This design comes from an exercise in tuning for small area, a short achievable clock period and few clock cycles on the open sky130 flow, not from production work. In this exercise RTL edits were held to simulation tests only and were not proved equivalent to the original.

// bq_core
module bq_core (
    input  wire         clk,
    input  wire         rst,
    input  wire         cmd_valid,
    output wire         cmd_ready,
    input  wire [1:0]   cmd_op,
    input  wire [31:0]  cmd_x,
    input  wire [159:0] cmd_coef,
    output reg          rsp_valid,
    output reg  [7:0]   rsp_status,
    output reg  [31:0]  rsp_y
);
Size: ~7500 cells after synthesis, ~410 flip-flops, ~240 I/O pins.
Settings: LEC_CHECK=0, ABC_AREA=1, CAP_MARGIN=20, CORE_MARGIN=2, CORE_UTILIZATION=45, PLACE_DENSITY=0.64, SLEW_MARGIN=20, TNS_END_PERCENT=5; clock period 24.0 ns.
standard.sh (not shown) runs the stock make flow with config.mk's settings and CLKGATE_MAP_FILE= SYNTH_SCRIPT=/design/flow/synth_recipe.tcl, a recipe that flattens the netlist after the stock synthesis.
==> flow/flow/run.sh <==
#!/bin/bash
# The standard layout (standard synthesis, floorplan, placement, CTS,
# routing) with two changes in how it is made:
# - repair_timing is asked to keep a setup margin: the clock and the
#   constraints are the design's, the margin only makes the optimiser
#   work towards a shorter period than the constraint needs;
# - every input and output port still gets its buffer, but a buf_1 rather
#   than the delay buffer buffer_ports picks by default.
set -euo pipefail
bash standard.sh SETUP_SLACK_MARGIN=${MARGIN:-15} \
    "BUFFER_PORTS_ARGS=-buffer_cell sky130_fd_sc_hd__buf_1" finish > make_finish.log 2>&1
The baseline completed without violations.
Testbench counts at the start, summed over its fixed seeds: cycles 31,724.
==> next run, changes <==
--- a/flow/config.mk
+++ b/flow/config.mk
@@ -11,3 +11,3 @@
 export CORE_UTILIZATION = 45
-export PLACE_DENSITY = 0.64
+export CTS_BUF_LIST = sky130_fd_sc_hd__clkbuf_8
 export SLEW_MARGIN = 20
Non-clock buffer count grows by 11.
Cell area went up by 1.2%.
Maximum frequency is about the same.
Final cell count rises by about 0.7%.
Count of clock-buffer cells in the layout went up by 21.
Worst setup slack got worse by 0.011 ns.
Clock skew increases by 0.019 ns.
Global-route usage rose by 1.9 points.
Core utilization went up by 0.61 points.

========
Starting RTL as in the previous note.
Settings: LEC_CHECK=0, ABC_AREA=1, CAP_MARGIN=20, CORE_MARGIN=2, CORE_UTILIZATION=45, SLEW_MARGIN=20, TNS_END_PERCENT=5; clock period 24.0 ns.
Scripts as last shown in full above: flow/flow/run.sh
The baseline finished clean.
Testbench counts at the start, summed over its fixed seeds: cycles 31,724.
Change:
Settings changed: PLACE_DENSITY set to 0.7.
Via count fell by about 1%.
Count of clock-buffer cells in the layout rose by 6.
Global-route usage fell by 2.1 points.
Cell count hardly moves.
Cell area fell by about 1.6%.
Change:
--- a/flow/flow/run.sh
+++ b/flow/flow/run.sh
@@ -8,4 +8,4 @@
 #   than the delay buffer buffer_ports picks by default.
 set -euo pipefail
-bash standard.sh SETUP_SLACK_MARGIN=${MARGIN:-15} \
+bash standard.sh SETUP_SLACK_MARGIN=${MARGIN:-16} \
     "BUFFER_PORTS_ARGS=-buffer_cell sky130_fd_sc_hd__buf_1" finish > make_finish.log 2>&1
Settings changed: CTS_BUF_LIST set to sky130_fd_sc_hd__clkbuf_8, PLACE_DENSITY 0.7 to not set.
What happened: Global-route usage increases by 4.0 points; die area is unchanged; fmax came out higher by about 1.1%; worst setup slack gains 100 ps; non-clock buffer count goes up by 78.
Change:
==> flow/flow/run.sh (replaced) <==
#!/bin/bash
# The standard layout (standard synthesis, floorplan, placement, CTS,
# routing), with repair_timing asked to keep a setup margin: the clock and
# the constraints are the design's, the margin only makes the optimiser
# work towards a shorter period than the constraint needs.
set -euo pipefail
bash standard.sh SETUP_SLACK_MARGIN=${MARGIN:-15} finish > make_finish.log 2>&1
Settings changed: CTS_BUF_LIST sky130_fd_sc_hd__clkbuf_8 to not set.
What happened: Cell area came out lower by 1.6%; critical path depth came out lower by 7; clock-buffer cell count came out lower by 35; setup slack gets worse by 77 ps.
Change:
==> flow/flow/run.sh (replaced) <==
#!/bin/bash
# The standard layout (standard synthesis, floorplan, placement, CTS,
# routing) with two changes in how it is made:
# - repair_timing is asked to keep a setup margin: the clock and the
#   constraints are the design's, the margin only makes the optimiser
#   work towards a shorter period than the constraint needs;
# - every input and output port still gets its buffer, but a buf_1 rather
#   than the delay buffer buffer_ports picks by default.
set -euo pipefail
bash standard.sh SETUP_SLACK_MARGIN=${MARGIN:-15} \
    "BUFFER_PORTS_ARGS=-buffer_cell sky130_fd_sc_hd__buf_1" finish > make_finish.log 2>&1
Settings changed: PLACE_DENSITY set to 0.8.
Global-route usage goes down by 1.7 points. Sequential share of layout area goes up by 0.34 points. Critical path depth goes up by 2. Routed wire length goes down by a few percent. Fmax goes up slightly. Synthesized area is unchanged. Design area goes down by a few percent.

========
Starting RTL as in the previous note.
## bq_core
module bq_core (
    input  wire         clk,
    input  wire         rst,
    input  wire         cmd_valid,
    output wire         cmd_ready,
    input  wire [1:0]   cmd_op,
    input  wire [31:0]  cmd_x,
    input  wire [159:0] cmd_coef,
    output reg          rsp_valid,
    output reg  [7:0]   rsp_status,
    output reg  [31:0]  rsp_y
);
    localparam OP_PROCESS = 2'd0;
    localparam OP_RESET   = 2'd1;
    localparam OP_SETCOEF = 2'd2;
    reg  [4:0] ph;
    reg [31:0] r0, r1, r2, r3, r4;
    reg [31:0] x;
    reg [31:0] m0, m1;
    reg [31:0] s1, s2;
    reg        ld;       
    reg        rdy;
    reg        f_proc;   
    reg        f_rst;    
    reg        f_any;    
    reg  [1:0] f_st;     
    reg        pend;     
    reg        dflt;     
    reg        qrst;     
    assign cmd_ready = rdy;
    wire coef_ok = (cmd_coef[30:23]   != 8'hFF) && (cmd_coef[62:55]   != 8'hFF) &&
                   (cmd_coef[94:87]   != 8'hFF) && (cmd_coef[126:119] != 8'hFF) &&
                   (cmd_coef[158:151] != 8'hFF);
    wire is_set  = (cmd_op == OP_SETCOEF) && coef_ok;
    wire ld_now  = ph[0] ? (cmd_valid && is_set) : ld;
    wire [31:0] fld = ({32{ph[0]}} & cmd_coef[31:0])   |
                      ({32{ph[1]}} & cmd_coef[63:32])  |
  ...
Settings: LEC_CHECK=0, ABC_AREA=1, CAP_MARGIN=20, CORE_MARGIN=2, CORE_UTILIZATION=50, PLACE_DENSITY=0.75, SLEW_MARGIN=20, TNS_END_PERCENT=5; clock period 24.0 ns.
==> flow/flow/run.sh <==
#!/bin/bash
# The standard layout (standard synthesis, floorplan, placement, CTS,
# routing) with two changes in how it is made:
# - repair_timing is asked to keep a setup margin: the clock and the
#   constraints are the design's, the margin only makes the optimiser
#   work towards a shorter period than the constraint needs;
# - every input and output port still gets its buffer, but a buf_1 rather
#   than the delay buffer buffer_ports picks by default.
set -euo pipefail
bash standard.sh SETUP_SLACK_MARGIN=${MARGIN:-15} \
    "BUFFER_PORTS_ARGS=-buffer_cell sky130_fd_sc_hd__buf_1" finish > make_finish.log 2>&1
The starting point went through all stages and came out clean.
Testbench counts at the start, summed over its fixed seeds: cycles 31,724.
Rerun with:
==> flow/flow/run.sh (replaced) <==
#!/bin/bash
# The standard layout (standard synthesis, floorplan, placement, CTS,
# routing), with repair_timing asked to keep a setup margin: the clock and
# the constraints are the design's, the margin only makes the optimiser
# work towards a shorter period than the constraint needs.
set -euo pipefail
bash standard.sh SETUP_SLACK_MARGIN=${MARGIN:-14} finish > make_finish.log 2>&1
--- a/flow/config.mk
+++ b/flow/config.mk
@@ -9,6 +9,4 @@
 export CAP_MARGIN = 20
 export CORE_MARGIN = 2
-export CORE_UTILIZATION = 50
-export PLACE_DENSITY = 0.75
+export CORE_UTILIZATION = 45
 export SLEW_MARGIN = 20
-export TNS_END_PERCENT = 5
Result: Design area falls by 1.4%; global-route usage drops by 0.93 points; critical path depth rose by 5.

[separate check: timing with driven ports]
The results above use ideal ports. As a check the final layouts listed here were re-extracted and re-timed, cells and wires unchanged. Step 1: set_driving_cell puts a clkbuf_16 on clk and a buf_2 on each other input, an assumption about the parent block. Step 2 also shifts input and output timing later by t, the mid clock arrival at the registers, as if the neighbouring blocks saw the same clock. a / b / c = ideal ports / drivers / drivers and shift; a / b = the first two.
run | t, ns | setup WS [ns] | worst setup path at the end | worst data-port slew with drivers (ns)
the first run of note 1 | 0.666 | 15.081 / 15.081 / 15.081 | register to register | 0.09
the second run of note 1 | 0.744 | 15.071 / 15.071 / 15.071 | register to register | 0.17
the first run of note 2 | 0.674 | 15.150 / 15.150 / 15.150 | register to register | 0.17
the second run of note 2 | 0.665 | 15.036 / 15.036 / 15.036 | register to register | 0.09
the third run of note 2 | 0.786 | 15.136 / 15.136 / 15.136 | register to register | 0.17
the fourth run of note 2 | 0.679 | 15.060 / 15.060 / 15.060 | register to register | 0.12
the fifth run of note 2 | 0.664 | 15.087 / 15.087 / 15.087 | register to register | 0.11
the first run of note 3 | 0.655 | 15.026 / 15.026 / 15.026 | register to register | 0.10
the second run of note 3 | 0.675 | 14.423 / 14.423 / 14.423 | register to register | 0.17
After both steps setup and hold are still met in every run listed.
